What follows belongs to an exercise in optimizing a design on an open flow for small area, a short achievable clock period and few clock cycles per item; a production flow would make more cautious choices.
At most, simulation tests tie the RTL to the original design; equivalence was not proved.
For runs 1 to 3, only the layout was checked, not whether the RTL still works.
No activity file was given, so power comes from the tool's default toggle rates.

**config.mk**
```make
export PLATFORM = sky130hd
export DESIGN_NAME = anim_frame_encoder
export DESIGN_NICKNAME = anim_frame_encoder
export VERILOG_FILES = /design/flow/design.v
export SDC_FILE = /design/flow/constraint.sdc
export NUM_CORES = 4
export LEC_CHECK = 0
export CAP_MARGIN = 20
export CORE_MARGIN = 2
export CORE_UTILIZATION = 40
export SLEW_MARGIN = 20
```
**design.v**
```verilog
module bit_writer (
    input  wire        clk,
    input  wire        rst,
    input  wire        f_valid,
    output wire        f_ready,
    input  wire [14:0] f_data,
    input  wire [3:0]  f_width,
    input  wire        flush,
    output wire        out_valid,
    input  wire        out_ready,
    output wire [7:0]  out_data,
    output wire        out_last
);
    reg        F_v;
    reg [14:0] F_d;
    reg [3:0]  F_w;
    reg [29:0] acc;    
    reg [4:0]  c;      
    reg        e0_v, e1_v, e0_l, e1_l;
    reg [7:0]  e0_d, e1_d;
    wire fl    = flush & ~F_v;
    wire room  = ~e1_v;
    wire avail = (c > 5'd8) | (fl & (c != 5'd0));
    wire emit  = avail & room;
    wire lastb = fl & (c <= 5'd8);
    wire [4:0] c1 = emit ? (c[4] | c[3] ? c - 5'd8 : 5'd0) : c;
    wire take  = F_v & (c1 <= 5'd15);
    reg  rdy_r;
    assign f_ready = ~F_v | rdy_r;
    wire [4:0] c_n    = take ? c1 + {1'b0, F_w} : c1;
    wire       e1_v_n = e1_v ? ~(~e0_v | pop) : (emit & e0_v & ~pop);
    wire [29:0] acc1 = emit ? {8'd0, acc[29:8]} : acc;
    wire [29:0] ins  = {15'd0, F_d} << c1;
    wire pop = e0_v & out_ready;
    assign out_valid = e0_v;
    assign out_data  = e0_d;
    assign out_last  = e0_l;
    always @(posedge clk) begin
        if (rst) begin
            F_v  <= 1'b0;
            rdy_r <= 1'b1;
            acc  <= 30'd0;
            c    <= 5'd0;
            e0_v <= 1'b0;
            e1_v <= 1'b0;
        end else begin
            if (f_ready) begin
                F_v <= f_valid;
                F_d <= f_data;
                F_w <= f_width;
            end else if (take) begin
                F_v <= 1'b0;
            end
            acc   <= take ? (acc1 | ins) : acc1;
            c     <= c_n;
            rdy_r <= (c_n <= 5'd15) | (~e1_v_n & (c_n <= 5'd23));
            if (~e0_v | pop) begin
                if (e1_v) begin
                    e0_v <= 1'b1;
                    e0_d <= e1_d;
                    e0_l <= e1_l;
                    e1_v <= 1'b0;
                end else begin
                    e0_v <= emit;
                    e0_d <= acc[7:0];
                    e0_l <= lastb;
                end
            end else if (emit) begin
                e1_v <= 1'b1;
                e1_d <= acc[7:0];
                e1_l <= lastb;
            end
        end
    end
endmodule
module anim_frame_encoder #(
    parameter NPIX = 4096
) (
    input  wire       clk,
    input  wire       rst,
    input  wire       start,
    input  wire       literal,
    input  wire [2:0] bpp,
    output wire       busy,
    input  wire       pix_valid,
    output wire       pix_ready,
    input  wire [6:0] pix_cur,
    input  wire [6:0] pix_ref,
    output wire       out_valid,
    input  wire       out_ready,
    output wire [7:0] out_data,
    output wire       out_last
);
    localparam N  = 132;               
    localparam PW = $clog2(NPIX + 1);
    localparam M_START = 2'd0;         
    localparam M_SAME  = 2'd1;         
    localparam M_DIFF  = 2'd2;         
    reg        busy_r;
    reg        lit_r;
    reg [2:0]  bpp_r;
    wire       start_take = start & ~busy_r;
    reg        q0_v, q1_v;
    reg [6:0]  q0_val, q1_val;
    reg        q0_eq, q1_eq;
    reg [PW-1:0] in_left;              
    reg        in_nz;                  
    reg        pix_ready_r;
    assign pix_ready = pix_ready_r;
    wire take   = pix_valid & pix_ready;
    wire new_eq = (pix_cur == pix_ref);
    wire all_in = ~in_nz & ~q0_v;      
    reg [7*N-1:0] rval;
    reg [N-1:0]   rstop;
    reg [7:0]     cnt;                 
    reg [7:0]     d;                   
    reg           h1, h2, h3;          
    wire [6:0] v = rval[7*(N-1) +: 7];
    wire       s = rstop[N-1];
    wire [127:0] f;
    assign f[0] = 1'b0;
    genvar gk;
    generate
        for (gk = 1; gk < 128; gk = gk + 1) begin : g_f
            assign f[gk] = rstop[N - 2 - gk];
        end
    endgenerate
    wire        enc_f_n;
    wire [6:0]  enc_k_n;
    ffs128 u_ffs (.x(f), .found(enc_f_n), .idx(enc_k_n));
    reg        enc_f;
    reg [6:0]  enc_k;
    reg        snapok;
    reg [1:0]    mode;
    reg [6:0]    len;                  
    reg [7:0]    left;                 
    reg          s1, s2;               
    reg [PW-1:0] rem;                  
    reg          ex_done;
    wire f_ready;
    reg  is_head;                      
    reg  rem1;                         
    reg  rem_le;                       
    wire fin_ok  = (cnt >= 8'd4) | all_in;
    wire [7:0] ldiff = enc_f ? {1'b0, enc_k} :
                       (rem_le ? rem[7:0] : 8'd128);
    wire valid_d = enc_f | snapok;
    wire [7:0] len1 = {1'b0, len} + 8'd1;
    wire eqn     = (len <= 7'd2) | s2;
    wire sclose  = (&len) | rem1 | ~eqn;
    reg        cons;
    reg        fv;
    reg [14:0] fd;
    reg [3:0]  fw;
    wire lit_take = lit_r & busy_r & q0_v & f_ready & ~ex_done;
    always @(*) begin
        cons = 1'b0;
        fv   = 1'b0;
        fd   = {8'd0, v};
        fw   = {1'b0, bpp_r};
        if (lit_r) begin
            fv = lit_take;
            fd = {8'd0, q0_val};
        end else if (is_head) begin
            case (mode)
                M_START: if (fin_ok) begin
                    if (s) begin
                        cons = 1'b1;
                    end else if (valid_d & f_ready) begin
                        cons = 1'b1;
                        fv   = 1'b1;
                        fd   = {v, ldiff[6:0], 1'b1};
                        fw   = 4'd8 + {1'b0, bpp_r};
                    end
                end
                M_SAME: if (fin_ok) begin
                    if (~sclose) begin
                        cons = 1'b1;
                    end else if (f_ready) begin
                        cons = 1'b1;
                        fv   = 1'b1;
                        fd   = {7'd0, len1[6:0], 1'b0};
                        fw   = 4'd8;
                    end
                end
                default: if (f_ready) begin
                    cons = 1'b1;
                    fv   = 1'b1;
                end
            endcase
        end
    end
    wire [7:0] cnt_m1 = cnt - 8'd1;
    wire [7:0] cnt_p1 = cnt + 8'd1;
    wire [7:0] d_p1   = (d == N - 1) ? 8'd0 : d + 8'd1;
    wire live    = (d < cnt);
    wire ins_ok  = cons ? ((cnt == N) | (cnt == 8'd1)) : ((cnt == 8'd0) | (d == cnt));
    wire ins     = q0_v & ~lit_r & busy_r & ins_ok;
    wire pop_q   = ins | lit_take;
    wire q1_v_n  = (~q0_v | pop_q) ? (q1_v & take) : (q1_v | take);
    bit_writer u_writer (
        .clk      (clk),
        .rst      (rst),
        .f_valid  (fv),
        .f_ready  (f_ready),
        .f_data   (fd),
        .f_width  (fw),
        .flush    (ex_done),
        .out_valid(out_valid),
        .out_ready(out_ready),
        .out_data (out_data),
        .out_last (out_last)
    );
    assign busy = busy_r;
    wire [6:0] vin = ins ? q0_val : v;
    wire       sin = ~ins & live & ~cons & s;
    always @(posedge clk) begin
        rval  <= {rval[7*(N-1)-1:0], vin};
        rstop <= {rstop[N-2:3], (ins ? (h1 & h2 & h3 & q0_eq) : rstop[2]), rstop[1:0], sin};
        enc_f <= enc_f_n;
        enc_k <= enc_k_n;
    end
    always @(posedge clk) begin
        if (rst) begin
            busy_r  <= 1'b0;
            lit_r   <= 1'b0;
            bpp_r   <= 3'd1;
            q0_v    <= 1'b0;
            q1_v    <= 1'b0;
            in_left <= NPIX;
            in_nz   <= 1'b1;
            cnt     <= 8'd0;
            d       <= 8'd0;
            is_head <= 1'b0;
            pix_ready_r <= 1'b1;
            mode    <= M_START;
            ex_done <= 1'b0;
            snapok  <= 1'b0;
        end else begin
            snapok <= (cons ? (cnt >= N) : (cnt >= N - 1)) | all_in;
            if (~q0_v | pop_q) begin
                if (q1_v) begin
                    q0_val <= q1_val;
                    q0_eq  <= q1_eq;
                    q1_v   <= take;
                    q1_val <= pix_cur;
                    q1_eq  <= new_eq;
                end else begin
                    q0_v   <= take;
                    q0_val <= pix_cur;
                    q0_eq  <= new_eq;
                end
            end else if (take) begin
                q1_v   <= 1'b1;
                q1_val <= pix_cur;
                q1_eq  <= new_eq;
            end
            if (take) begin
                in_left <= in_left - 1'b1;
                in_nz   <= (in_left != 1);
            end
            pix_ready_r <= ~q1_v_n & (take ? (in_left != 1) : in_nz);
            cnt <= (cons == ins) ? cnt : (cons ? cnt_m1 : cnt_p1);
            if (cons)
                d <= ((cnt == 8'd1) & ins) ? 8'd1 : 8'd0;
            else if ((cnt == 8'd0) & ins)
                d <= 8'd1;
            else
                d <= d_p1;
            if (ins) begin
                h3 <= h2;
                h2 <= h1;
                h1 <= q0_eq;
            end
            is_head <= cons ? (cnt >= 8'd2) : ((cnt != 8'd0) & (d == N - 1));
            if (cons | lit_take) begin
                rem    <= rem - 1'b1;
                rem1   <= (rem == 2);
                rem_le <= (rem <= 129);
                if (rem1)
                    ex_done <= 1'b1;
            end
            if (cons) begin
                s2 <= s1;
                s1 <= s;
                case (mode)
                    M_START: begin
                        if (s) begin
                            mode <= M_SAME;
                            len  <= 7'd1;
                        end else if (ldiff != 8'd1) begin
                            mode <= M_DIFF;
                            left <= ldiff - 8'd1;
                        end
                    end
                    M_SAME: begin
                        if (sclose) mode <= M_START;
                        else        len  <= len1[6:0];
                    end
                    default: begin
                        left <= left - 8'd1;
                        if (left == 8'd1) mode <= M_START;
                    end
                endcase
            end
            if (start_take) begin
                busy_r  <= 1'b1;
                lit_r   <= literal;
                bpp_r   <= bpp;
                in_left <= NPIX - take;
                in_nz   <= (NPIX - take) != 0;
                rem     <= NPIX;
                rem1    <= (NPIX == 1);
                rem_le  <= (NPIX <= 128);
                is_head <= 1'b0;
                mode    <= M_START;
                ex_done <= 1'b0;
                cnt     <= 8'd0;
                h1      <= 1'b0;
                h2      <= 1'b0;
                h3      <= 1'b0;
            end
            if (out_valid & out_ready & out_last) begin
                busy_r  <= 1'b0;
                in_left <= NPIX;
                in_nz   <= 1'b1;
                pix_ready_r <= 1'b1;
            end
        end
    end
endmodule
module ffs128 (
    input  wire [127:0] x,
    output wire         found,
    output wire [6:0]   idx
);
    wire [63:0] f1; wire [63:0]  i1;
    wire [31:0] f2; wire [63:0]  i2;
    wire [15:0] f3; wire [47:0]  i3;
    wire [7:0]  f4; wire [31:0]  i4;
    wire [3:0]  f5; wire [19:0]  i5;
    wire [1:0]  f6; wire [11:0]  i6;
    genvar n;
    generate
        for (n = 0; n < 64; n = n + 1) begin : l1
            assign f1[n] = x[2*n] | x[2*n+1];
            assign i1[n] = ~x[2*n];
        end
        for (n = 0; n < 32; n = n + 1) begin : l2
            assign f2[n] = f1[2*n] | f1[2*n+1];
            assign i2[2*n +: 2] = f1[2*n] ? {1'b0, i1[2*n]} : {1'b1, i1[2*n+1]};
        end
        for (n = 0; n < 16; n = n + 1) begin : l3
            assign f3[n] = f2[2*n] | f2[2*n+1];
            assign i3[3*n +: 3] = f2[2*n] ? {1'b0, i2[4*n +: 2]} : {1'b1, i2[4*n+2 +: 2]};
        end
        for (n = 0; n < 8; n = n + 1) begin : l4
            assign f4[n] = f3[2*n] | f3[2*n+1];
            assign i4[4*n +: 4] = f3[2*n] ? {1'b0, i3[6*n +: 3]} : {1'b1, i3[6*n+3 +: 3]};
        end
        for (n = 0; n < 4; n = n + 1) begin : l5
            assign f5[n] = f4[2*n] | f4[2*n+1];
            assign i5[5*n +: 5] = f4[2*n] ? {1'b0, i4[8*n +: 4]} : {1'b1, i4[8*n+4 +: 4]};
        end
        for (n = 0; n < 2; n = n + 1) begin : l6
            assign f6[n] = f5[2*n] | f5[2*n+1];
            assign i6[6*n +: 6] = f5[2*n] ? {1'b0, i5[10*n +: 5]} : {1'b1, i5[10*n+5 +: 5]};
        end
    endgenerate
    assign found = f6[0] | f6[1];
    assign idx   = f6[0] ? {1'b0, i6[5:0]} : {1'b1, i6[11:6]};
endmodule
```
**run.sh**
```bash
#!/bin/bash
# synth_recipe.tcl (not shown) runs the flow's synth.tcl, then flattens the netlist and writes it again
# the make line also repeats each setting of config.mk as NAME=value (left out here)
make -C /OpenROAD-flow-scripts/flow DESIGN_CONFIG=/design/flow/config.mk WORK_HOME=/design/flow/orfs CLKGATE_MAP_FILE= SYNTH_SCRIPT=/design/flow/synth_recipe.tcl finish
```
**constraint.sdc**
```tcl
create_clock -name core_clock -period 8.0 [get_ports {clk}]
set_input_delay 1.6000 -clock core_clock [delete_from_list [all_inputs] [get_ports {clk}]]
set_output_delay 1.6000 -clock core_clock [all_outputs]
set_load 0.01 [all_outputs]
```
==> Implementation_results.wiki, run 1 <==
{| class="wikitable"
! Metric !! Value
|-
| Outcome || timing/DRC/antenna clean
|-
| Die span in x || 288 um
|-
| Internal power component || 9.55 mW
|-
| Total Power Consumption || 11.9 mW
|-
| Max_slew headroom || 29.8%
|-
| Leading cell types by total area after synthesis || sky130_fd_sc_hd__dfxtp_1, sky130_fd_sc_hd__edfxtp_1, sky130_fd_sc_hd__nor2_1, sky130_fd_sc_hd__nand2_1, sky130_fd_sc_hd__a21oi_1
|-
| TritonRoute pass-1 iters || 5
|-
| Final layout net count || 2523
|-
| Pin count of the biggest net entering global routing || 56
|-
| Antenna violations before repair || 0
|-
| Number of antenna-violating nets in the routed design || 0
|-
| Flop-to-flop setup slack || 4240 ps
|-
| Critical path startpoint category || register
|-
| Netlist area before placement || 32300 um^2
|-
| Synthesized flop and latch total || 1234
|-
| Peak VDD IR || 0.241 mV
|-
| Syn avg cell area || 13.6 um^2
|-
| Crit path largest cell delay || 810 ps
|-
| Number of buffers between clock root and the deepest sink || 3
|-
| Final routed wire length divided by cell count || 14.7 um
|-
| Synthesized-area fraction occupied by ao, oa, aoi and oai cells || 6.77%
|-
| Number of input and output port buffers inserted || 34
|-
| Max Fanout on Critical Path || 19
|-
| Pwr dens || 317 nW/um^2
|-
| Post-layout utilization of the core || 47.0%
|-
| Fraction of final layout cells sized beyond drive strength 1 || 9.67%
|-
| Slew at the pin closest to its max-slew limit || 1050 ps
|-
| Post-Syn Nets || 2425
|-
| Proportion of synthesized area in mux cells || 1.93%
|-
| Adder and majority cell fraction of the synthesized area || 1.18%
|-
| Total inserted antenna cells || 0
|-
| Cell types with the highest counts after synthesis || sky130_fd_sc_hd__dfxtp_1, sky130_fd_sc_hd__nor2_1, sky130_fd_sc_hd__nand2_1, sky130_fd_sc_hd__edfxtp_1, sky130_fd_sc_hd__a21oi_1
|-
| Post-place setup slack || 4230 ps
|-
| Clock root buffer master || sky130_fd_sc_hd__clkbuf_16
|-
| Vias in the first global route || 16442
|-
| Setup crit end kind || register
|-
| Wire length of the first global-routing pass || 87.3 mm
|-
| Commonest register cell after synthesis || sky130_fd_sc_hd__dfxtp_1
|-
| Design area || 37600 um^2
|-
| Setup TNS || 0 ps
|-
| Detail-routed via count per cell || 4.59
|-
| Count of pins over their slew limit || 0
|-
| Part of the power in registers || 53.3%
|-
| Worst hold slack || 297 ps
|-
| Vias || 16643
|-
| Area inside the core boundary || 80200 um^2
|-
| Endpoint required time on the critical path || 8530 ps
|-
| Post-synth EDFFs || 88
|-
| Cells traversed along the worst timing path || or3_1 > o21ai_1 > inv_2 > ha_1 > a21o_1 > a21oi_1 > xnor2_1 > nand3_1 > a21oi_1 > o2bb2ai_1
|-
| Placed wire-length estimate after detailed placement || 33.5 mm
|-
| Largest area contributor in the synthesized netlist || sky130_fd_sc_hd__dfxtp_1
|-
| Leakage power || 14.4 nW
|-
| TritonCTS clock tree || built
|-
| Count of final hold-check violations || 0
|-
| Count of standard-cell rows || 104
|-
| Die outline area || 83000 um^2
|-
| Area growth from synthesis to final layout || 16.7%
|-
| Placed cell count || 3421
|-
| Simple-gate portion of the synthesized area || 8.35%
|-
| Clock network fraction of total power || 45.0%
|-
| Setup-failing EPs final || 0
|-
| Maxcap violations || 0
|-
| Y dimension of the die || 288 um
|-
| Routability cong. || 0.881
|-
| Cell type with the highest occurrence count on the critical path || sky130_fd_sc_hd__a21oi_1
|-
| Number of design-rule violations left by the first detailed-router iteration || 1315
|-
| Number of buffers added to fix hold violations after cts || 0
|-
| Clock slew at reported path FFs || 70 ps
|-
| Category of the critical setup timing path || register to register
|-
| Clock sink total || 1234
|-
| Most used standard cell by instance count after synthesis || sky130_fd_sc_hd__dfxtp_1
|-
| Post-place instance area || 33800 um^2
|-
| Count of pins on the block boundary || 35
|-
| Area share of xor/xnor cells in the synthesized design || 1.14%
|-
| Unrepaired setup endpoints after global routing || false
|-
| Count of different cell masters after synthesis || 80
|-
| Buffers inserted during post-CTS setup optimization || 0
|-
| Tot GR Track Use || 13.0%
|-
| Number of buffers created by CTS || 108
|-
| Maximum operating frequency || 266 MHz
|-
| Largest family of logic cells by synthesized area || simple AND/OR/NAND/NOR gates
|-
| Sequential area share after synthesis || 79.3%
|-
| Net Sw Frac || 20.0%
|-
| Non-filler cells, final || 3625
|-
| # resized after CTS || 0
|-
| Deepest level of the CTS H-tree || 3
|-
| Post-synthesis cell count || 2373
|-
| Share of the clock period used by the worst path after layout || 47.0%
|-
| Fraction of registers with async set or reset after synthesis || 0%
|-
| Total detailed-routing wirelength || 53.3 mm
|-
| Logic pwr share || 1.7%
|-
| Switching power summed over all nets || 2.39 mW
|-
| Fraction of synthesized cell area taken by the top area cell type || 71.1%
|-
| Yosys warning total || 2
|-
| Initial Utilization || 40.3%
|-
| Setup slack of the critical path after layout || 4240 ps
|-
| Post-layout minimum cycle time || 3760 ps
|-
| Cell with the largest stage delay on the worst path || sky130_fd_sc_hd__o21ai_1
|-
| Overflow left after global routing || 0
|-
| Class of the most critical hold timing path || register to register
|-
| DRC || 0
|-
| Insertion delay to the later sink of the worst-skew pair || 660 ps
|-
| Worst Skew || 41.4 ps
|-
| WP data arrival || 4290 ps
|}
## worst max-delay path: cells and delay by family (launching register included)
kind,cells,cell delay (ps)
AOI/OAI and AO/OA,5,1440
and+or+nand+nor,2,650
DFF,1,540
adders and majority gates,1,420
buffers and inverters,1,410
xor gates and xnor gates,1,140
## power groups by stage
stage / logic [mW] / clock network [mW] / registers (mW)
5_1_grt: 0.229 / 5.78 / 6.37
2_1_floorplan: 0.145 / 0 / 6.48
3_5_place_dp: 0.205 / 0 / 6.50
4_1_cts: 0.206 / 5.52 / 6.37
6_report: 0.206 / 5.37 / 6.37
3_3_place_gp: 0.198 / 0 / 6.50
## placed cells by master (no fill, tap or decap), types with 37 or more instances in the layout
master	instances
sky130_fd_sc_hd__o21ai_0	73
sky130_fd_sc_hd__nor2_1	174
sky130_fd_sc_hd__inv_1	55
sky130_fd_sc_hd__a21oi_1	84
sky130_fd_sc_hd__nand2_1	152
sky130_fd_sc_hd__clkbuf_16	112
sky130_fd_sc_hd__edfxtp_1	88
sky130_fd_sc_hd__dfxtp_1	1146
sky130_fd_sc_hd__nand3_1	37
sky130_fd_sc_hd__nor3_1	42
## routing by layer
layer / routed length, um / track usage [%] / vias to the layer above
met5: 0 / 0 / -
met4: 1300 / 4.94 / 0
met3: 2900 / 2.96 / 98
met1: 27100 / 19.0 / 7882
met2: 22000 / 18.7 / 348
li1: - / - / 8315
## sequential cells by signal, indices dropped and copies added (netlist names), 3 cells and up
signal         count
d                  8
u_writer.acc      30
left               8
u_writer.c         5
bpp_r              3
cnt                8
rem               13
q0_val             7
u_writer.F_d      15
in_left           13
u_writer.e0_d      8
rval             924
u_writer.e1_d      8
len                7
q1_val             7
u_writer.F_w       4
rstop            132
enc_k              7
## final timing paths
kind                  from             end  cells past startpoint
max          u_writer.e1_v  u_writer.rdy_r                     10
min              rval[462]       rval[469]                      0
max reg2reg  u_writer.e1_v  u_writer.rdy_r                     10
min reg2reg      rval[462]       rval[469]                      0
## logic make-up (layout without fill, tap and decap cells)
group	Yosys count	count (layout)
XOR/XNOR	42	42
buffers and inverters	113	305
flip-flops	1234	1234
adder cells (fa/ha/maj)	30	30
multiplexers	59	59
AO/OA/AOI/OAI	331	331
AND/OR/NAND/NOR	564	564
## cell type report
class                   instances  area (um^2)
clock buffers                 151         3130
clock inverters                53          717
fillers                      7111        42500
inverters                      58          218
multi-input cells            1026         6260
flip-flops and latches       1234        25600
well taps                    1060         1330
repair buffers                 43          403
==> run 2: changes to the inputs <==
--- a/design.v
+++ b/design.v
@@ -137,3 +137,2 @@
     reg          s1, s2;               
-    reg [PW-1:0] rem;                  
     reg          ex_done;
@@ -141,7 +140,7 @@
     reg  is_head;                      
-    reg  rem1;                         
-    reg  rem_le;                       
+    wire rem1   = all_in & (cnt == 8'd1);    
+    wire rem_le = all_in & (cnt <= 8'd128);
     wire fin_ok  = (cnt >= 8'd4) | all_in;
     wire [7:0] ldiff = enc_f ? {1'b0, enc_k} :
-                       (rem_le ? rem[7:0] : 8'd128);
+                       (rem_le ? cnt : 8'd128);
     wire valid_d = enc_f | snapok;
@@ -275,9 +274,4 @@
             is_head <= cons ? (cnt >= 8'd2) : ((cnt != 8'd0) & (d == N - 1));
-            if (cons | lit_take) begin
-                rem    <= rem - 1'b1;
-                rem1   <= (rem == 2);
-                rem_le <= (rem <= 129);
-                if (rem1)
-                    ex_done <= 1'b1;
-            end
+            if ((cons & rem1) | (lit_take & ~in_nz & ~q1_v))
+                ex_done <= 1'b1;
             if (cons) begin
@@ -311,5 +305,2 @@
                 in_nz   <= (NPIX - take) != 0;
-                rem     <= NPIX;
-                rem1    <= (NPIX == 1);
-                rem_le  <= (NPIX <= 128);
                 is_head <= 1'b0;
--- a/config.mk
+++ b/config.mk
@@ -10,2 +10,3 @@
 export CORE_UTILIZATION = 40
+export SETUP_SLACK_MARGIN = 5.0
 export SLEW_MARGIN = 20
==> run 2 against run 1 <==
  * Still clean
  * Critical path depth is 9 lower
  * Global-route usage fell by 0.39 points
  * Combinational power down 23%
  * Count of clock-buffer cells in the layout grew 5
  * Core utilization rose by 0.20 points
  * Non-clock buffer count grew 10
  * Via count decreased by 2.9%
  * Synthesized cell count fell by 3.8%
  * Die area is 1.4% lower
  * Clock power decreased by 3%
  * Hold slack got worse by 17 ps
  * Critical path type is now register to output port
  * Critical endpoint is now pix_ready
  * Largest cell class unchanged
==> Implementation_results.wiki, run 2 <==
{| class="wikitable"
! Metric !! Value
|-
| Insertion delay to the later sink of the worst-skew pair || 680 ps (+20 ps)
|-
| Number of design-rule violations left by the first detailed-router iteration || 1023 (-22%)
|-
| Count of final hold-check violations || 0 (unchanged)
|-
| Hold Crit Start || rval[623]
|-
| Cells traversed along the worst timing path || clkdlybuf4s15_1
|-
| Detail-routed via count per cell || 4.57 (-0.43%)
|-
| Setup TNS || 0 ps (unchanged)
|-
| Fraction of registers with async set or reset after synthesis || 0% (unchanged)
|-
| Flip-flop and latch area || 25100 um^2 (-1.7%)
|-
| Initial Utilization || 40.3% (+0.095 points)
|-
| Part of the power in registers || 53.8% (+0.5 points)
|-
| Number of filler cells placed in the layout || 6902 (-2.9%)
|-
| Total detailed-routing wirelength || 51.0 mm (-4.4%)
|-
| Logic pwr share || 1.4% (-0.3 points)
|-
| Tot GR Track Use || 12.6% (-0.39 points)
|-
| Category of the critical setup timing path || register to output port
|-
| Post-synthesis cell count || 2282 (-3.8%)
|-
| Placed wire-length estimate after detailed placement || 31.3 mm (-6.5%)
|-
| Slew at the pin closest to its max-slew limit || 869 ps (-176 ps)
|-
| Internal power component || 9.29 mW (-2.7%)
|-
| WP data arrival || 1350 ps (-2940 ps)
|-
| Setup slack of the critical path after layout || 5050 ps (+816 ps)
|-
| Overflow left after global routing || 0 (unchanged)
|-
| Setup crit end kind || output port
|-
| Leading cell types by total area after synthesis || sky130_fd_sc_hd__dfxtp_1, sky130_fd_sc_hd__edfxtp_1, sky130_fd_sc_hd__nor2_1, sky130_fd_sc_hd__mux2i_1, sky130_fd_sc_hd__a21oi_1
|-
| TritonCTS clock tree || built
|-
| Post-Syn Nets || 2330 (-3.9%)
|-
| Die span in x || 286 um (-0.68%)
|-
| Number of buffers added to fix hold violations after cts || 0 (unchanged)
|-
| Crit path buf inv count || 1 (unchanged)
|-
| Largest area contributor in the synthesized netlist || sky130_fd_sc_hd__dfxtp_1
|-
| Post-synth EDFFs || 73 (-17%)
|-
| Met2 global-route usage || 17.8% (-0.88 points)
|-
| Vias in the first global route || 16209 (-1.4%)
|-
| Endpoint required time on the critical path || 6400 ps (-2130 ps)
|-
| GR Util met3 || 2.70% (-0.26 points)
|-
| Post-layout utilization of the core || 47.2% (+0.20 points)
|-
| Final layout net count || 2438 (-3.4%)
|-
| Net Sw Frac || 20.3% (+0.27 points)
|-
| Class of the most critical hold timing path || register to register
|-
| Commonest register cell after synthesis || sky130_fd_sc_hd__dfxtp_1
|-
| Critical path startpoint category || register
|-
| Total inserted antenna cells || 0 (unchanged)
|-
| Largest Register || rval
|-
| Clock sink total || 1219 (-1.2%)
|-
| Post-place setup slack || 3740 ps (-496 ps)
|-
| Antenna violations before repair || 1 (+1)
|-
| Met1 usage in global routing || 18.9% (-0.087 points)
|-
| Maxcap violations || 0 (unchanged)
|-
| Vias || 16165 (-2.9%)
|-
| Fraction of synthesized cell area taken by the top area cell type || 72.1% (+0.99 points)
|-
| TritonRoute pass-1 iters || 7 (+2)
|-
| Pin count of the biggest net entering global routing || 62 (+11%)
|-
| Number of buffers between clock root and the deepest sink || 3 (unchanged)
|-
| Most common cell after layout, fill and taps aside || sky130_fd_sc_hd__dfxtp_1
|-
| Peak VDD IR || 0.215 mV (-11%)
|-
| Maximum operating frequency || 339 MHz (+28%)
|-
| Netlist area before placement || 31800 um^2 (-1.4%)
|-
| Count of pins on the block boundary || 35 (unchanged)
|-
| Worst hold slack || 280 ps (-16.8 ps)
|-
| Number of buffers created by CTS || 109 (+0.93%)
|-
| Area taken by multi-input logic gates || 6280 um^2 (+0.24%)
|-
| Kind of cell with the highest combined delay on the critical path || flip-flops
|-
| Number of input and output port buffers inserted || 34 (unchanged)
|-
| Cell with the largest stage delay on the worst path || sky130_fd_sc_hd__dfxtp_4
|-
| Setup-failing EPs final || 0 (unchanged)
|-
| Unrepaired setup endpoints after global routing || true
|-
| Final routed wire length divided by cell count || 14.4 um (-2.0%)
|-
| DRC || 0 (unchanged)
|-
| Sequential area share after synthesis || 79.0% (-0.31 points)
|-
| Most heavily used metal layer in global routing || met1
|-
| Area inside the core boundary || 78900 um^2 (-1.6%)
|-
| Clock root buffer master || sky130_fd_sc_hd__clkbuf_16
|-
| R2r startpoint || len[0]
|-
| Worst Skew || 69.2 ps (+27.8 ps)
|-
| Most used standard cell by instance count after synthesis || sky130_fd_sc_hd__dfxtp_1
|-
| Placed cell count || 3314 (-3.1%)
|-
| Count of different cell masters after synthesis || 94 (+18%)
|-
| Non-filler cells, final || 3536 (-2.5%)
|-
| Worst setup path startpoint || pix_ready_r
|-
| Largest register FFs || 924 (unchanged)
|-
| Switching power summed over all nets || 2.36 mW (-1.1%)
|-
| Largest registers in the final layout || rval x924, rstop x132, u_writer.acc x30
|-
| Pwr dens || 313 nW/um^2 (-1.2%)
|-
| Y dimension of the die || 286 um (-0.68%)
|-
| Synthesized flop and latch total || 1219 (-1.2%)
|-
| Post-layout minimum cycle time || 2950 ps (-816 ps)
|-
| Deepest level of the CTS H-tree || 3 (unchanged)
|-
| Number of antenna-violating nets in the routed design || 0 (unchanged)
|-
| Outcome || timing/DRC/antenna clean
|-
| Routability cong. || 0.814 (-7.6%)
|-
| Yosys warning total || 2 (unchanged)
|-
| Die outline area || 81800 um^2 (-1.4%)
|-
| Wire length of the first global-routing pass || 84.4 mm (-3.3%)
|-
| Leakage power || 14.3 nW (-0.55%)
|-
| Syn avg cell area || 13.9 um^2 (+2.6%)
|-
| Count of pins over their slew limit || 0 (unchanged)
|-
| Crit path largest cell delay || 410 ps (-400 ps)
|-
| Max_slew headroom || 41.8% (+12 points)
|-
| Clock network fraction of total power || 44.8% (-0.2 points)
|-
| Cell types with the highest counts after synthesis || sky130_fd_sc_hd__dfxtp_1, sky130_fd_sc_hd__nor2_1, sky130_fd_sc_hd__nand2_1, sky130_fd_sc_hd__a21oi_1, sky130_fd_sc_hd__edfxtp_1
|-
| Share of the clock period used by the worst path after layout || 36.8% (-10 points)
|-
| Clock slew at reported path FFs || 70 ps (about the same)
|-
| Area growth from synthesis to final layout || 16.9%
|-
| Leading cell types in the layout, fill and taps excluded || sky130_fd_sc_hd__dfxtp_1, sky130_fd_sc_hd__nor2_1, sky130_fd_sc_hd__nand2_1, sky130_fd_sc_hd__clkbuf_16, sky130_fd_sc_hd__a21oi_1
|-
| Max Fanout on Critical Path || 2 (-17)
|-
| Fraction of final layout cells sized beyond drive strength 1 || 12.2% (+2.6 points)
|-
| Count of standard-cell rows || 103 (-0.96%)
|}
==> run 2: cell count changes after synthesis, sizes merged, moves of 9 or more <==
cell    previous run  this run
buf               12        21
edfxtp            88        73
nor2             174       155
nand3             37        24
o21ai             80        62
nand2            153       113
mux2i             33        50
==> run 2: area by class of cell <==
class / count / share of cell area [%]
flip-flops and latches: 1219 / 67.6
multi-input cells: 946 / 16.9
clock buffers: 156 / 8.54
well taps: 1050 / 3.53
clock inverters: 51 / 1.54
repair buffers: 53 / 1.25
inverters: 61 / 0.629
==> run 2: metrics by stage <==
step / cell area, um^2 / total power [mW]
2_1_floorplan: 31800 / 6.49
3_3_place_gp: 33200 / 6.55
3_5_place_dp: 33200 / 6.56
4_1_cts: 37100 / 11.8
5_1_grt: 37200 / 12.1
6_report: 37200 / 11.7
==> run 2: path summary, 6_finish.rpt <==
kind                     to  slack (ps)  cells after the start
setup / recovery  pix_ready        5050                      1
hold / removal    rval[630]         280                      0
setup reg to reg  q1_val[0]        5180                      8
hold reg to reg   rval[630]         280                      0
==> run 2: what timing repair did <==
action | in CTS | in global routing
pin swaps | 2 | 2
endpoints found under the setup margin | 102 | 59
resized for setup | 35 | 14
endpoints found under the hold margin | 0 | 0
buffers inserted | 4 | 11
==> run 2: cells by family after synthesis <==
family / Yosys count / synth area share (%)
AO/OA/AOI/OAI: 306 / 6.45
XOR/XNOR: 35 / 0.963
adder cells (fa/ha/maj): 26 / 1.04
buffers and inverters: 117 / 1.64
flip-flops: 1219 / 79.0
multiplexers: 84 / 2.93
AND/OR/NAND/NOR: 495 / 8.00
==> run 2: power groups by stage <==
stage / Sequential, mW / Combinational (mW) / Clock, mW
after global placement: 6.40 / 0.149 / 0
after detailed placement: 6.40 / 0.153 / 0
after floorplan: 6.38 / 0.108 / 0
after CTS: 6.27 / 0.154 / 5.38
after global routing: 6.27 / 0.177 / 5.64
final: 6.27 / 0.159 / 5.23
==> run 2: worst reg2reg max path, delay by kind of cell (launching register included) <==
| family | cells | cell delay [ps] |
|---|---|---|
| and+or+nand+nor | 2 | 430 |
| DFF | 1 | 450 |
| adders and majority gates | 1 | 270 |
| AOI/OAI and AO/OA | 3 | 910 |
| muxes | 2 | 440 |
==> run 2: metal layers <==
metal	part of all wire, %	vias up	routed length, um
met2	41	337	20800
met5	0	-	0
met1	52	7696	26700
met3	4.6	93	2370
met4	2.3	0	1190
li1	-	8039	-
==> run 3: changes to the inputs <==
--- a/config.mk
+++ b/config.mk
@@ -7,2 +7,3 @@
 export LEC_CHECK = 0
+export ABC_CLOCK_PERIOD_IN_PS = 2800
 export CAP_MARGIN = 20
==> run 3 against run 2 <==
  * Critical path depth unchanged
  * Die area unchanged
  * Core utilization unchanged
  * Worst setup slack unchanged
  * Hold slack unchanged
  * Total power unchanged
  * First-iteration DRC count unchanged
  * Cell count unchanged
  * Largest power group unchanged
==> Implementation_results.wiki, run 3 <==
{| class="wikitable"
! Metric !! Value
|-
| Outcome || timing/DRC/antenna clean
|-
| Count of standard-cell rows || 103 (unchanged)
|-
| Number of buffers created by CTS || 109 (unchanged)
|-
| Fraction of registers with async set or reset after synthesis || 0% (unchanged)
|-
| Antenna violations before repair || 1 (unchanged)
|-
| Final layout net count || 2438 (unchanged)
|-
| Design area || 37200 um^2 (unchanged)
|-
| TritonCTS clock tree || built
|-
| Crit path largest cell delay || 410 ps (about the same)
|-
| Setup crit end kind || output port
|-
| Category of the critical setup timing path || register to output port
|-
| Maximum operating frequency || 339 MHz (unchanged)
|-
| Area inside the core boundary || 78900 um^2 (unchanged)
|-
| Slew at the pin closest to its max-slew limit || 869 ps (unchanged)
|-
| Area taken by multi-input logic gates || 6280 um^2 (unchanged)
|-
| Pwr dens || 313 nW/um^2 (unchanged)
|-
| Insertion delay to the later sink of the worst-skew pair || 680 ps (about the same)
|-
| Post-Syn Nets || 2330 (unchanged)
|-
| Class of the most critical hold timing path || register to register
|-
| Number of design-rule violations left by the first detailed-router iteration || 1023 (unchanged)
|-
| Met1 usage in global routing || 18.9% (unchanged)
|-
| Vias in the first global route || 16209 (unchanged)
|-
| Overflow left after global routing || 0 (unchanged)
|-
| Syn avg cell area || 13.9 um^2 (unchanged)
|-
| Pin count of the biggest net entering global routing || 62 (unchanged)
|-
| Flip-flop and latch area || 25100 um^2 (unchanged)
|-
| Die span in x || 286 um (unchanged)
|-
| Number of stages on the worst setup path || 1 (unchanged)
|-
| Leakage power || 14.3 nW (unchanged)
|-
| Die outline area || 81800 um^2 (unchanged)
|-
| Endpoint required time on the critical path || 6400 ps (about the same)
|-
| Tot GR Track Use || 12.6% (unchanged)
|-
| Most heavily used metal layer in global routing || met1
|-
| Leading cell types in the layout, fill and taps excluded || sky130_fd_sc_hd__dfxtp_1, sky130_fd_sc_hd__nor2_1, sky130_fd_sc_hd__nand2_1, sky130_fd_sc_hd__clkbuf_16, sky130_fd_sc_hd__a21oi_1
|-
| Post-layout minimum cycle time || 2950 ps (unchanged)
|-
| Leading cell types by total area after synthesis || sky130_fd_sc_hd__dfxtp_1, sky130_fd_sc_hd__edfxtp_1, sky130_fd_sc_hd__nor2_1, sky130_fd_sc_hd__mux2i_1, sky130_fd_sc_hd__a21oi_1
|-
| Worst hold slack || 280 ps (unchanged)
|-
| Kind of cell with the highest combined delay on the critical path || flip-flops
|-
| Count of pins over their slew limit || 0 (unchanged)
|-
| Post-place setup slack || 3740 ps (unchanged)
|-
| Cell with the largest stage delay on the worst path || sky130_fd_sc_hd__dfxtp_4
|-
| Commonest register cell after synthesis || sky130_fd_sc_hd__dfxtp_1
|-
| Placed wire-length estimate after detailed placement || 31.3 mm (unchanged)
|-
| Clock sink total || 1219 (unchanged)
|-
| Final routed wire length divided by cell count || 14.4 um (unchanged)
|-
| Detail-routed via count per cell || 4.57 (unchanged)
|-
| TritonRoute pass-1 iters || 7 (unchanged)
|-
| Yosys warning total || 2 (unchanged)
|-
| WP data arrival || 1350 ps (about the same)
|-
| Y dimension of the die || 286 um (unchanged)
|-
| Deepest level of the CTS H-tree || 3 (unchanged)
|-
| Clock slew at reported path FFs || 70 ps (about the same)
|-
| Max Fanout on Critical Path || 2 (unchanged)
|-
| Post-place instance area || 33200 um^2 (unchanged)
|-
| DRC || 0 (unchanged)
|-
| Area growth from synthesis to final layout || 16.9% (unchanged)
|-
| Fraction of final layout cells sized beyond drive strength 1 || 12.2% (unchanged)
|-
| Met2 global-route usage || 17.8% (unchanged)
|-
| Largest area contributor in the synthesized netlist || sky130_fd_sc_hd__dfxtp_1
|-
| Total inserted antenna cells || 0 (unchanged)
|-
| Routability cong. || 0.814 (unchanged)
|-
| Setup-failing EPs final || 0 (unchanged)
|-
| Count of final hold-check violations || 0 (unchanged)
|-
| Most common cell after layout, fill and taps aside || sky130_fd_sc_hd__dfxtp_1
|-
| Post-synth EDFFs || 73 (unchanged)
|-
| Hold path depth || 0 (unchanged)
|-
| Number of buffers added to fix hold violations after cts || 0 (unchanged)
|-
| Synthesized flop and latch total || 1219 (unchanged)
|-
| Count of different cell masters after synthesis || 94 (unchanged)
|-
| Clock root buffer master || sky130_fd_sc_hd__clkbuf_16
|-
| Max_slew headroom || 41.8% (unchanged)
|-
| Unrepaired setup endpoints after global routing || true
|-
| Largest registers in the final layout || rval x924, rstop x132, u_writer.acc x30
|-
| Fraction of synthesized cell area taken by the top area cell type || 72.1% (unchanged)
|-
| Number of buffers between clock root and the deepest sink || 3 (unchanged)
|-
| Peak VDD IR || 0.215 mV (unchanged)
|-
| GR Util met3 || 2.70% (unchanged)
|-
| Critical path startpoint category || register
|-
| Number of filler cells placed in the layout || 6902 (unchanged)
|-
| Number of antenna-violating nets in the routed design || 0 (unchanged)
|-
| Sequential area share after synthesis || 79.0% (unchanged)
|-
| Maxcap violations || 0 (unchanged)
|-
| Largest Register || rval
|-
| Largest register FFs || 924 (unchanged)
|-
| Placed cell count || 3314 (unchanged)
|-
| Setup TNS || 0 ps (unchanged)
|-
| Wire length of the first global-routing pass || 84.4 mm (unchanged)
|-
| Most used standard cell by instance count after synthesis || sky130_fd_sc_hd__dfxtp_1
|-
| Worst Skew || 69.2 ps (unchanged)
|-
| Number of input and output port buffers inserted || 34 (unchanged)
|-
| Initial Utilization || 40.3% (unchanged)
|-
| Vias || 16165 (unchanged)
|-
| Total detailed-routing wirelength || 51.0 mm (unchanged)
|-
| Crit path buf inv count || 1 (unchanged)
|-
| Cell types with the highest counts after synthesis || sky130_fd_sc_hd__dfxtp_1, sky130_fd_sc_hd__nor2_1, sky130_fd_sc_hd__nand2_1, sky130_fd_sc_hd__a21oi_1, sky130_fd_sc_hd__edfxtp_1
|-
| Non-filler cells, final || 3536 (unchanged)
|-
| Post-synthesis cell count || 2282 (unchanged)
|-
| Share of the clock period used by the worst path after layout || 36.8% (unchanged)
|-
| Setup slack of the critical path after layout || 5050 ps (unchanged)
|-
| Logic depth of the worst register-to-register path || 8 (unchanged)
|-
| Count of pins on the block boundary || 35 (unchanged)
|-
| Cells traversed along the worst timing path || clkdlybuf4s15_1
|-
| Netlist area before placement || 31800 um^2 (unchanged)
|}
==> run 3: cell counts in the layout (fill, tap and decap cells not counted) <==
No cell type changed its count.
==> run 3: final timing paths <==
| kind | startpoint | to | slack [ps] |
|---|---|---|---|
| worst max register to register | len[0] | q1_val[0] | 5180 |
| worst max-delay path | pix_ready_r | pix_ready | 5050 |
| worst min register to register | rval[623] | rval[630] | 280 |
| worst min-delay path | rval[623] | rval[630] | 280 |
==> run 3: cells by family after synthesis <==
logic type / synth area share, %
mux: 2.93
buf+inv: 1.64
compound gates: 6.45
simple gates: 8.00
xor+xnor: 0.963
flops: 79.0
fa+ha+maj: 1.04
==> run 3: metal layers <==
metal  part of all wire (%)  routed length, um
met4                    2.3               1190
met3                    4.6               2370
met5                      0                  0
met2                     41              20800
met1                     52              26700
==> run 3: layout make-up <==
type	instances	area share (%)
multi-input combinational	946	16.9
sequential	1219	67.6
clock inverter	51	1.54
tap	1050	3.53
inverter	61	0.629
timing repair buffer	53	1.25
clock buffer	156	8.54
==> run 3: through the flow <==
| step | util, % | power [mW] |
|---|---|---|
| 2_1_floorplan | - | 6.49 |
| 3_3_place_gp | 42.1 | 6.55 |
| 3_5_place_dp | 42.1 | 6.56 |
| 4_1_cts | 47.0 | 11.8 |
| 5_1_grt | 47.2 | 12.1 |
| 6_report | 47.2 | 11.7 |
==> run 3: power by group <==
group,leakage [nW],internal (mW),switching (mW)
combinational,2.45,0.0670,0.0919
sequential,9.96,6.22,0.0468
clock,1.86,3.00,2.22
==> run 3: repair_timing <==
action | CTS | global route
gates cloned | 0 | 0
pin swaps | 2 | 2
gates resized for setup | 35 | 14
buffers inserted | 4 | 11
setup endpoints to repair | 102 | 59
==> run 4: changes to the inputs <==
--- a/design.v
+++ b/design.v
@@ -27,6 +27,3 @@
     wire take  = F_v & (c1 <= 5'd15);
-    reg  rdy_r;
-    assign f_ready = ~F_v | rdy_r;
-    wire [4:0] c_n    = take ? c1 + {1'b0, F_w} : c1;
-    wire       e1_v_n = e1_v ? ~(~e0_v | pop) : (emit & e0_v & ~pop);
+    assign f_ready = ~F_v | take;
     wire [29:0] acc1 = emit ? {8'd0, acc[29:8]} : acc;
@@ -40,3 +37,2 @@
             F_v  <= 1'b0;
-            rdy_r <= 1'b1;
             acc  <= 30'd0;
@@ -50,8 +46,5 @@
                 F_w <= f_width;
-            end else if (take) begin
-                F_v <= 1'b0;
             end
-            acc   <= take ? (acc1 | ins) : acc1;
-            c     <= c_n;
-            rdy_r <= (c_n <= 5'd15) | (~e1_v_n & (c_n <= 5'd23));
+            acc <= take ? (acc1 | ins) : acc1;
+            c   <= take ? c1 + {1'b0, F_w} : c1;
             if (~e0_v | pop) begin
@@ -107,4 +100,3 @@
     reg        in_nz;                  
-    reg        pix_ready_r;
-    assign pix_ready = pix_ready_r;
+    assign pix_ready = ~q1_v & in_nz;
     wire take   = pix_valid & pix_ready;
@@ -137,14 +129,14 @@
     reg          s1, s2;               
+    reg [PW-1:0] rem;                  
     reg          ex_done;
     wire f_ready;
-    reg  is_head;                      
-    wire rem1   = all_in & (cnt == 8'd1);    
-    wire rem_le = all_in & (cnt <= 8'd128);
+    wire is_head = (d == 8'd0) & (cnt != 8'd0);
     wire fin_ok  = (cnt >= 8'd4) | all_in;
+    wire rem1    = (rem == 1);
     wire [7:0] ldiff = enc_f ? {1'b0, enc_k} :
-                       (rem_le ? cnt : 8'd128);
+                       ((rem <= 128) ? rem[7:0] : 8'd128);
     wire valid_d = enc_f | snapok;
     wire [7:0] len1 = {1'b0, len} + 8'd1;
-    wire eqn     = (len <= 7'd2) | s2;
-    wire sclose  = (&len) | rem1 | ~eqn;
+    wire eqn     = (len1 <= 8'd3) | s2;
+    wire sclose  = len1[7] | rem1 | ~eqn;
     reg        cons;
@@ -191,5 +183,2 @@
     end
-    wire [7:0] cnt_m1 = cnt - 8'd1;
-    wire [7:0] cnt_p1 = cnt + 8'd1;
-    wire [7:0] d_p1   = (d == N - 1) ? 8'd0 : d + 8'd1;
     wire live    = (d < cnt);
@@ -198,3 +187,2 @@
     wire pop_q   = ins | lit_take;
-    wire q1_v_n  = (~q0_v | pop_q) ? (q1_v & take) : (q1_v | take);
     bit_writer u_writer (
@@ -232,4 +220,2 @@
             d       <= 8'd0;
-            is_head <= 1'b0;
-            pix_ready_r <= 1'b1;
             mode    <= M_START;
@@ -260,4 +246,3 @@
             end
-            pix_ready_r <= ~q1_v_n & (take ? (in_left != 1) : in_nz);
-            cnt <= (cons == ins) ? cnt : (cons ? cnt_m1 : cnt_p1);
+            cnt <= cnt - cons + ins;
             if (cons)
@@ -267,3 +252,3 @@
             else
-                d <= d_p1;
+                d <= (d == N - 1) ? 8'd0 : d + 8'd1;
             if (ins) begin
@@ -273,5 +258,7 @@
             end
-            is_head <= cons ? (cnt >= 8'd2) : ((cnt != 8'd0) & (d == N - 1));
-            if ((cons & rem1) | (lit_take & ~in_nz & ~q1_v))
-                ex_done <= 1'b1;
+            if (cons | lit_take) begin
+                rem <= rem - 1'b1;
+                if (rem1)
+                    ex_done <= 1'b1;
+            end
             if (cons) begin
@@ -305,3 +292,3 @@
                 in_nz   <= (NPIX - take) != 0;
-                is_head <= 1'b0;
+                rem     <= NPIX;
                 mode    <= M_START;
@@ -317,3 +304,2 @@
                 in_nz   <= 1'b1;
-                pix_ready_r <= 1'b1;
             end
--- a/config.mk
+++ b/config.mk
@@ -7,3 +7,2 @@
 export LEC_CHECK = 0
-export ABC_CLOCK_PERIOD_IN_PS = 2800
 export CAP_MARGIN = 20
@@ -11,3 +10,2 @@
 export CORE_UTILIZATION = 40
-export SETUP_SLACK_MARGIN = 5.0
 export SLEW_MARGIN = 20
==> run 4 against run 3 <==
  * Clock skew decreased by 13 ps
  * Area after synthesis increased by 0.40%
  * Sequential cell count increased by 10
  * Count of clock-buffer cells in the layout decreased by 5
  * Routed wire length decreased by 2.2%
  * Non-clock buffer count decreased by 13
  * Hold slack improved by 6.1 ps
  * Sequential power increased by 6.5%
  * Register-to-register slack got worse by 1700 ps
  * Critical endpoint is now cnt[7]
  * Largest power group unchanged
==> Implementation_results.wiki, run 4 <==
{| class="wikitable"
! Metric !! Value
|-
| Outcome || timing/DRC/antenna clean
|-
| Maxcap violations || 0 (unchanged)
|-
| Cells traversed along the worst timing path || ha_1 > a21boi_0 > a21oi_1 > o311ai_0 > and3_4 > o311a_4 > mux2i_4 > inv_4 > ha_1 > inv_1 > ha_1 > a21o_1 > a21oi_1 > o21bai_1 > a21oi_1 > o21bai_1 > a21oi_1 > xnor2_1 > nor2_1
|-
| DRC || 0 (unchanged)
|-
| Placed wire-length estimate after detailed placement || 31.6 mm (+0.91%)
|-
| Initial Utilization || 40.4% (+0.096 points)
|-
| Cell with the largest stage delay on the worst path || sky130_fd_sc_hd__o311ai_0
|-
| Pwr dens || 356 nW/um^2 (+14%)
|-
| Tot GR Track Use || 12.2% (-0.39 points)
|-
| Number of input and output port buffers inserted || 34 (unchanged)
|-
| # resized after CTS || 0 (-100%)
|-
| Area growth from synthesis to final layout || 16.9% (about the same)
|-
| Area taken by multi-input logic gates || 6040 um^2 (-3.8%)
|-
| Hold path depth || 0 (unchanged)
|-
| Syn avg cell area || 13.8 um^2 (-1.2%)
|-
| Post-Syn Nets || 2382 (+2.2%)
|-
| Kind of cell with the highest combined delay on the critical path || compound AO/OA/AOI/OAI gates
|-
| Setup-failing EPs final || 0 (unchanged)
|-
| Cell type with the highest occurrence count on the critical path || sky130_fd_sc_hd__a21oi_1
|-
| Fraction of synthesized cell area taken by the top area cell type || 71.6% (-0.48 points)
|-
| Non-filler cells, final || 3565 (+0.82%)
|-
| Number of stages on the worst setup path || 19 (+18)
|-
| Area inside the core boundary || 79000 um^2 (+0.16%)
|-
| Worst Skew || 55.8 ps (-13.4 ps)
|-
| TritonCTS clock tree || built
|-
| Insertion delay to the later sink of the worst-skew pair || 670 ps (about the same)
|-
| Leakage power || 14.4 nW (+0.72%)
|-
| Class of the most critical hold timing path || register to register
|-
| Clock sink total || 1229 (+0.82%)
|-
| Routability cong. || 0.852 (+4.7%)
|-
| Clock slew at reported path FFs || 70 ps (about the same)
|-
| Post-layout minimum cycle time || 4530 ps (+1580 ps)
|-
| Post-synthesis cell count || 2318 (+1.6%)
|-
| Largest register FFs || 924 (unchanged)
|-
| Yosys warning total || 2 (unchanged)
|-
| Commonest register cell after synthesis || sky130_fd_sc_hd__dfxtp_1
|-
| Number of design-rule violations left by the first detailed-router iteration || 881 (-14%)
|-
| Detail-routed via count per cell || 4.55 (-0.51%)
|-
| Sequential area share after synthesis || 79.7% (+0.72 points)
|-
| Count of pins on the block boundary || 35 (unchanged)
|-
| WP data arrival || 5070 ps (+3720 ps)
|-
| Crit path largest cell delay || 590 ps (+180 ps)
|-
| Critical path startpoint category || register
|-
| Vias in the first global route || 16160 (-0.30%)
|-
| Count of final hold-check violations || 0 (unchanged)
|-
| Maximum operating frequency || 221 MHz (-35%)
|-
| Largest registers in the final layout || rval x924, rstop x132, u_writer.acc x30
|-
| Most common cell after layout, fill and taps aside || sky130_fd_sc_hd__dfxtp_1
|-
| Count of standard-cell rows || 103 (unchanged)
|-
| Leading cell types in the layout, fill and taps excluded || sky130_fd_sc_hd__dfxtp_1, sky130_fd_sc_hd__nor2_1, sky130_fd_sc_hd__nand2_1
|-
| Deepest level of the CTS H-tree || 3 (unchanged)
|-
| Wire length of the first global-routing pass || 82.3 mm (-2.5%)
|-
| Die span in x || 287 um (+0.20%)
|-
| Netlist area before placement || 32000 um^2 (+0.40%)
|-
| Setup TNS || 0 ps (unchanged)
|-
| TritonRoute pass-1 iters || 6 (-1)
|-
| Slew at the pin closest to its max-slew limit || 1070 ps (+204 ps)
|-
| Most used standard cell by instance count after synthesis || sky130_fd_sc_hd__dfxtp_1
|-
| Largest area contributor in the synthesized netlist || sky130_fd_sc_hd__dfxtp_1
|-
| Logic depth of the worst register-to-register path || 19 (+11)
|-
| Cell types with the highest counts after synthesis || sky130_fd_sc_hd__dfxtp_1, sky130_fd_sc_hd__nor2_1, sky130_fd_sc_hd__nand2_1, sky130_fd_sc_hd__a21oi_1, sky130_fd_sc_hd__edfxtp_1
|-
| Synthesized flop and latch total || 1229 (+0.82%)
|-
| Leading cell types by total area after synthesis || sky130_fd_sc_hd__dfxtp_1, sky130_fd_sc_hd__edfxtp_1, sky130_fd_sc_hd__nor2_1, sky130_fd_sc_hd__nand2_1, sky130_fd_sc_hd__a21oi_1
|-
| Max Fanout on Critical Path || 13 (+11)
|-
| Peak VDD IR || 0.236 mV (+9.6%)
|-
| Total detailed-routing wirelength || 49.8 mm (-2.2%)
|-
| Count of pins over their slew limit || 0 (unchanged)
|-
| Count of different cell masters after synthesis || 83 (-12%)
|-
| Max_slew headroom || 28.4% (-13 points)
|-
| Unrepaired setup endpoints after global routing || false
|-
| Buffers inserted during post-CTS setup optimization || 0 (-4)
|-
| Vias || 16215 (+0.31%)
|-
| Largest Register || rval
|-
| Total inserted antenna cells || 0 (unchanged)
|-
| Clock root buffer master || sky130_fd_sc_hd__clkbuf_16
|-
| Die outline area || 82200 um^2 (+0.40%)
|-
| Number of antenna-violating nets in the routed design || 0 (unchanged)
|-
| Flip-flop and latch area || 25500 um^2 (+1.3%)
|-
| Fraction of final layout cells sized beyond drive strength 1 || 9.86% (-2.4 points)
|-
| Fraction of registers with async set or reset after synthesis || 0% (unchanged)
|-
| Worst hold slack || 286 ps (+6.09 ps)
|-
| Placed cell count || 3362 (+1.4%)
|-
| Post-synth EDFFs || 86 (+18%)
|-
| Category of the critical setup timing path || register to register
|-
| Post-layout utilization of the core || 47.3% (+0.10 points)
|-
| Share of the clock period used by the worst path after layout || 56.6% (+20 points)
|-
| Antenna violations before repair || 3 (+2)
|-
| Endpoint required time on the critical path || 8540 ps (+2140 ps)
|-
| Overflow left after global routing || 0 (unchanged)
|-
| Final routed wire length divided by cell count || 14.0 um (-3.0%)
|-
| Number of buffers created by CTS || 109 (unchanged)
|-
| Pin count of the biggest net entering global routing || 63 (+1.6%)
|-
| Y dimension of the die || 287 um (+0.20%)
|-
| Crit path buf inv count || 2 (+1)
|-
| Number of buffers between clock root and the deepest sink || 3 (unchanged)
|-
| Setup crit end kind || register
|-
| Number of filler cells placed in the layout || 6792 (-1.6%)
|-
| Final layout net count || 2487 (+2.0%)
|-
| Number of buffers added to fix hold violations after cts || 0 (unchanged)
|}
[run 4: changes by cell type after synthesis, sizes merged, moves of 10 or more]
cell / previous run / this run
a21oi: 85 / 99
buf: 21 / 11
edfxtp: 73 / 86
ha: 24 / 39
inv: 60 / 71
mux2i: 50 / 13
nand2: 113 / 142
nor3: 37 / 50
o21ai: 62 / 47
o22ai: 4 / 27
[run 4: final timing paths]
kind / startpoint / endpoint / slack [ps]
max: len[0] / cnt[7] / 3470
min reg2reg: rval[868] / rval[875] / 290
max reg2reg: len[0] / cnt[7] / 3470
min: rval[868] / rval[875] / 290
[run 4: cells by family after synthesis]
| group | Yosys count | synth area share [%] |
|---|---|---|
| AO/OA/AOI/OAI | 311 | 6.34 |
| XOR/XNOR | 49 | 1.34 |
| adder cells (fa/ha/maj) | 42 | 1.68 |
| buffers and inverters | 119 | 1.45 |
| flip-flops | 1229 | 79.7 |
| multiplexers | 51 | 1.80 |
| AND/OR/NAND/NOR | 517 | 7.69 |
[run 4: layout make-up]
cell class / instances / area share (%)
clock buffer: 151 / 8.40
clock inverter: 52 / 1.94
inverter: 73 / 0.741
multi-input combinational: 970 / 16.2
sequential: 1229 / 68.2
tap: 1050 / 3.52
timing repair buffer: 40 / 1.02
[run 4: power by group]
part           internal, mW  switching (mW)
Sequential             6.51           0.172
Combinational         0.497           0.725
Clock                  3.19            2.19
Total                  10.2            3.09
[run 4: per-layer routing]
metal	wire length [um]	vias to the layer above	GRT usage [%]
met5	0	-	0
met4	1650	0	5.86
met3	2420	106	2.70
met2	21000	331	17.9
met1	24700	7686	17.1
li1	-	8092	-
[run 4: through the flow]
step                total power, mW  setup WS, ps  area, um^2
floorplan                      7.68          3950       32000
global placement               8.03          3440       33500
detailed placement             8.03          3430       33500
CTS                            13.5          3470       37300
global route                   13.9          3050       37300
finish                         13.3          3470       37300
Testbench counts of run 4, summed over its fixed seeds: cycles 269,844, pixels 262,144.
==> run 5: changes to the inputs <==
--- a/design.v
+++ b/design.v
@@ -27,3 +27,6 @@
     wire take  = F_v & (c1 <= 5'd15);
-    assign f_ready = ~F_v | take;
+    reg  rdy_r;
+    assign f_ready = ~F_v | rdy_r;
+    wire [4:0] c_n    = take ? c1 + {1'b0, F_w} : c1;
+    wire       e1_v_n = e1_v ? ~(~e0_v | pop) : (emit & e0_v & ~pop);
     wire [29:0] acc1 = emit ? {8'd0, acc[29:8]} : acc;
@@ -37,2 +40,3 @@
             F_v  <= 1'b0;
+            rdy_r <= 1'b1;
             acc  <= 30'd0;
@@ -46,5 +50,8 @@
                 F_w <= f_width;
+            end else if (take) begin
+                F_v <= 1'b0;
             end
-            acc <= take ? (acc1 | ins) : acc1;
-            c   <= take ? c1 + {1'b0, F_w} : c1;
+            acc   <= take ? (acc1 | ins) : acc1;
+            c     <= c_n;
+            rdy_r <= (c_n <= 5'd15) | (~e1_v_n & (c_n <= 5'd23));
             if (~e0_v | pop) begin
@@ -100,3 +107,4 @@
     reg        in_nz;                  
-    assign pix_ready = ~q1_v & in_nz;
+    reg        pix_ready_r;
+    assign pix_ready = pix_ready_r;
     wire take   = pix_valid & pix_ready;
@@ -127,16 +135,16 @@
     reg [6:0]    len;                  
-    reg [7:0]    left;                 
     reg          s1, s2;               
-    reg [PW-1:0] rem;                  
     reg          ex_done;
     wire f_ready;
-    wire is_head = (d == 8'd0) & (cnt != 8'd0);
+    reg  is_head;                      
+    wire rem1   = all_in & (cnt == 8'd1);    
+    wire rem_le = all_in & (cnt <= 8'd128);
     wire fin_ok  = (cnt >= 8'd4) | all_in;
-    wire rem1    = (rem == 1);
     wire [7:0] ldiff = enc_f ? {1'b0, enc_k} :
-                       ((rem <= 128) ? rem[7:0] : 8'd128);
+                       (rem_le ? cnt : 8'd128);
     wire valid_d = enc_f | snapok;
     wire [7:0] len1 = {1'b0, len} + 8'd1;
-    wire eqn     = (len1 <= 8'd3) | s2;
-    wire sclose  = len1[7] | rem1 | ~eqn;
+    wire eqn     = (len <= 7'd2) | s2;
+    wire sclose  = (&len) | rem1 | ~eqn;
+    wire at_start = (mode == M_START) | (s | (len == 7'd0));
     reg        cons;
@@ -156,12 +164,2 @@
             case (mode)
-                M_START: if (fin_ok) begin
-                    if (s) begin
-                        cons = 1'b1;
-                    end else if (valid_d & f_ready) begin
-                        cons = 1'b1;
-                        fv   = 1'b1;
-                        fd   = {v, ldiff[6:0], 1'b1};
-                        fw   = 4'd8 + {1'b0, bpp_r};
-                    end
-                end
                 M_SAME: if (fin_ok) begin
@@ -176,5 +174,16 @@
                 end
-                default: if (f_ready) begin
-                    cons = 1'b1;
-                    fv   = 1'b1;
+                default: if (fin_ok) begin
+                    if (s) begin
+                        cons = 1'b1;
+                    end else if (~at_start) begin
+                        if (f_ready) begin
+                            cons = 1'b1;
+                            fv   = 1'b1;
+                        end
+                    end else if (valid_d & f_ready) begin
+                        cons = 1'b1;
+                        fv   = 1'b1;
+                        fd   = {v, ldiff[6:0], 1'b1};
+                        fw   = 4'd8 + {1'b0, bpp_r};
+                    end
                 end
@@ -183,2 +192,5 @@
     end
+    wire [7:0] cnt_m1 = cnt - 8'd1;
+    wire [7:0] cnt_p1 = cnt + 8'd1;
+    wire [7:0] d_p1   = (d == N - 1) ? 8'd0 : d + 8'd1;
     wire live    = (d < cnt);
@@ -187,2 +199,3 @@
     wire pop_q   = ins | lit_take;
+    wire q1_v_n  = (~q0_v | pop_q) ? (q1_v & take) : (q1_v | take);
     bit_writer u_writer (
@@ -220,2 +233,4 @@
             d       <= 8'd0;
+            is_head <= 1'b0;
+            pix_ready_r <= 1'b1;
             mode    <= M_START;
@@ -223,2 +238,5 @@
             snapok  <= 1'b0;
+            h1      <= 1'b0;
+            h2      <= 1'b0;
+            h3      <= 1'b0;
         end else begin
@@ -246,3 +264,4 @@
             end
-            cnt <= cnt - cons + ins;
+            pix_ready_r <= ~q1_v_n & (take ? (in_left != 1) : in_nz);
+            cnt <= (cons == ins) ? cnt : (cons ? cnt_m1 : cnt_p1);
             if (cons)
@@ -252,3 +271,3 @@
             else
-                d <= (d == N - 1) ? 8'd0 : d + 8'd1;
+                d <= d_p1;
             if (ins) begin
@@ -258,7 +277,3 @@
             end
-            if (cons | lit_take) begin
-                rem <= rem - 1'b1;
-                if (rem1)
-                    ex_done <= 1'b1;
-            end
+            is_head <= cons ? (cnt >= 8'd2) : ((cnt != 8'd0) & (d == N - 1));
             if (cons) begin
@@ -266,21 +281,21 @@
                 s1 <= s;
-                case (mode)
-                    M_START: begin
-                        if (s) begin
-                            mode <= M_SAME;
-                            len  <= 7'd1;
-                        end else if (ldiff != 8'd1) begin
-                            mode <= M_DIFF;
-                            left <= ldiff - 8'd1;
-                        end
-                    end
-                    M_SAME: begin
-                        if (sclose) mode <= M_START;
-                        else        len  <= len1[6:0];
-                    end
-                    default: begin
-                        left <= left - 8'd1;
-                        if (left == 8'd1) mode <= M_START;
-                    end
-                endcase
+                if (mode == M_SAME) begin
+                    if (sclose) mode <= M_START;
+                    else        len  <= len1[6:0];
+                end else if (at_start) begin
+                    mode <= s ? M_SAME : M_DIFF;
+                    len  <= 7'd1;
+                end else begin
+                    len  <= len1[6:0];
+                end
+            end
+            if ((cons & rem1) | (lit_take & ~in_nz & ~q1_v)) begin
+                ex_done     <= 1'b1;
+                mode        <= M_START;
+                h1          <= 1'b0;
+                h2          <= 1'b0;
+                h3          <= 1'b0;
+                in_left     <= NPIX;
+                in_nz       <= 1'b1;
+                pix_ready_r <= 1'b1;
             end
@@ -290,11 +305,2 @@
                 bpp_r   <= bpp;
-                in_left <= NPIX - take;
-                in_nz   <= (NPIX - take) != 0;
-                rem     <= NPIX;
-                mode    <= M_START;
-                ex_done <= 1'b0;
-                cnt     <= 8'd0;
-                h1      <= 1'b0;
-                h2      <= 1'b0;
-                h3      <= 1'b0;
             end
@@ -302,4 +308,3 @@
                 busy_r  <= 1'b0;
-                in_left <= NPIX;
-                in_nz   <= 1'b1;
+                ex_done <= 1'b0;
             end
--- a/config.mk
+++ b/config.mk
@@ -10,2 +10,3 @@
 export CORE_UTILIZATION = 40
+export SETUP_SLACK_MARGIN = 5.0
 export SLEW_MARGIN = 20
==> run 5 against run 4 <==
  * Still clean
  * Area after synthesis is 3.4% lower
  * First-iteration DRC count down 6.7%
  * Core utilization up 0.56 points
  * Register-to-register slack improved by 1700 ps
  * Design area is 2.4% lower
  * Maximum frequency rose by 55%
  * Clock skew up 5.3 ps
  * Routed wire length shrank 1.9%
  * Clock power fell by 0.7%
  * Die area fell by 3.4%
  * Synthesized cell count decreased by 6.0%
  * Sequential cell count shrank 18
  * Largest power group unchanged
  * Highest routed layer unchanged
==> Implementation_results.wiki, run 5 <==
{| class="wikitable"
! Metric !! Value
|-
| Outcome || timing/DRC/antenna clean
|-
| Antenna violations before repair || 0 (-3)
|-
| TritonCTS clock tree || built
|-
| Vias || 15551 (-4.1%)
|-
| Number of buffers created by CTS || 110 (+0.92%)
|-
| Final routed wire length divided by cell count || 14.3 um (+2.1%)
|-
| Wire length of the first global-routing pass || 80.3 mm (-2.4%)
|-
| Total detailed-routing wirelength || 48.9 mm (-1.9%)
|-
| Syn avg cell area || 14.2 um^2 (+2.7%)
|-
| Most common cell after layout, fill and taps aside || sky130_fd_sc_hd__dfxtp_1
|-
| Worst Skew || 61.1 ps (+5.31 ps)
|-
| Initial Utilization || 40.5% (+0.048 points)
|-
| Final layout net count || 2349 (-5.5%)
|-
| Setup-failing EPs final || 0 (unchanged)
|-
| Largest register FFs || 924 (unchanged)
|-
| Max Fanout on Critical Path || 1 (-12)
|-
| Netlist area before placement || 30900 um^2 (-3.4%)
|-
| Count of pins over their slew limit || 0 (unchanged)
|-
| Tot GR Track Use || 12.4% (+0.23 points)
|-
| Area growth from synthesis to final layout || 18.1%
|-
| DRC || 0 (unchanged)
|-
| Number of antenna-violating nets in the routed design || 0 (unchanged)
|-
| Slew at the pin closest to its max-slew limit || 893 ps (-180 ps)
|-
| Maxcap violations || 0 (unchanged)
|-
| Setup crit end kind || output port
|-
| Category of the critical setup timing path || register to output port
|-
| Post-layout minimum cycle time || 2910 ps (-1620 ps)
|-
| Largest Register || rval
|-
| Count of different cell masters after synthesis || 83 (unchanged)
|-
| Class of the most critical hold timing path || register to register
|-
| Unrepaired setup endpoints after global routing || false
|-
| Total Power Consumption || 11.7 mW (-12%)
|-
| Detail-routed via count per cell || 4.54 (-0.26%)
|-
| Clock sink total || 1211 (-1.5%)
|}
[run 5: cell types whose count changed after synthesis, moves of 17 or more]
cell,previous run,this run
sky130_fd_sc_hd__mux2i_1,12,33
sky130_fd_sc_hd__nand2_1,142,97
sky130_fd_sc_hd__edfxtp_1,86,62
sky130_fd_sc_hd__a21oi_1,98,65
sky130_fd_sc_hd__ha_1,39,21
sky130_fd_sc_hd__o22ai_1,27,10
sky130_fd_sc_hd__inv_1,69,51
[run 5: power breakdown]
group | leakage [nW] | switching (mW) | total [mW] | internal (mW)
registers | 9.88 | 0.0437 | 6.21 | 6.17
clock network | 1.89 | 2.21 | 5.34 | 3.13
logic | 2.16 | 0.0868 | 0.161 | 0.0737
total | 13.9 | 2.34 | 11.7 | 9.37
[run 5: stage by stage]
stage | hold WS, ps | instances | instance area (um^2) | utilization (%)
2_1_floorplan | 310 | 2179 | 30900 | -
3_5_place_dp | 312 | 3203 | 32300 | 42.4
5_1_grt | 300 | 3427 | 36400 | 47.8
3_3_place_gp | 310 | 3203 | 32300 | 42.4
4_1_cts | 296 | 3421 | 36300 | 47.7
6_report | 299 | 3428 | 36400 | 47.8
[run 5: final cells by class]
type                    count  share of cell area, %
clock buffers             153                   8.72
repair inverters            2                 0.0343
well taps                1030                   3.54
clock inverters            52                   1.88
flip-flops and latches   1211                   68.2
diodes                      1                0.00687
repair buffers             55                   1.39
multi-input cells         872                   15.6
inverters                  52                  0.556
[run 5: how the worst max path moves through the flow]
stage | depth (start not counted) | endpoint | startpoint
final | 1 | out_data[0] | u_writer.e0_d[0]
after global routing | 6 | len[4] | len[5]
after CTS | 1 | out_data[6] | u_writer.e0_d[6]
after detailed placement | 8 | q1_val[2] | len[1]
after global placement | 8 | q1_val[2] | len[1]
after floorplan | 3 | len[0] | rst
[run 5: repair_timing]
item / 4_1_cts / 5_1_grt
setup endpoints to repair: 90 / 74
gates cloned: 2 / 0
pin swaps: 2 / 4
resized for setup: 27 / 12
buffers inserted: 11 / 6
[run 5: logic make-up after synthesis]
family	count (synthesis)	synth area share (%)
DFF	1211	80.6
and+or+nand+nor	463	7.51
AOI/OAI and AO/OA	289	6.38
buffers and inverters	96	1.30
muxes	69	2.49
xor gates and xnor gates	29	0.823
adders and majority gates	22	0.916
[run 5: layer usage]
layer	wire length, um	global-route usage (%)	up-vias
met2	21100	18.6	287
met3	2080	2.66	128
met1	24100	17.3	7444
met4	1560	5.65	0
li1	-	-	7692
met5	0	0	-
Testbench counts of run 5, summed over its fixed seeds: cycles 269,844, pixels 262,144.

Setup slack of run 5, layout unchanged: 5.089 ns with ideal ports, 5.030 ns with driving cells assumed (clock clkbuf_16, inputs buf_2), 4.476 ns with port delays also shifted by the 0.710 ns mid clock arrival.
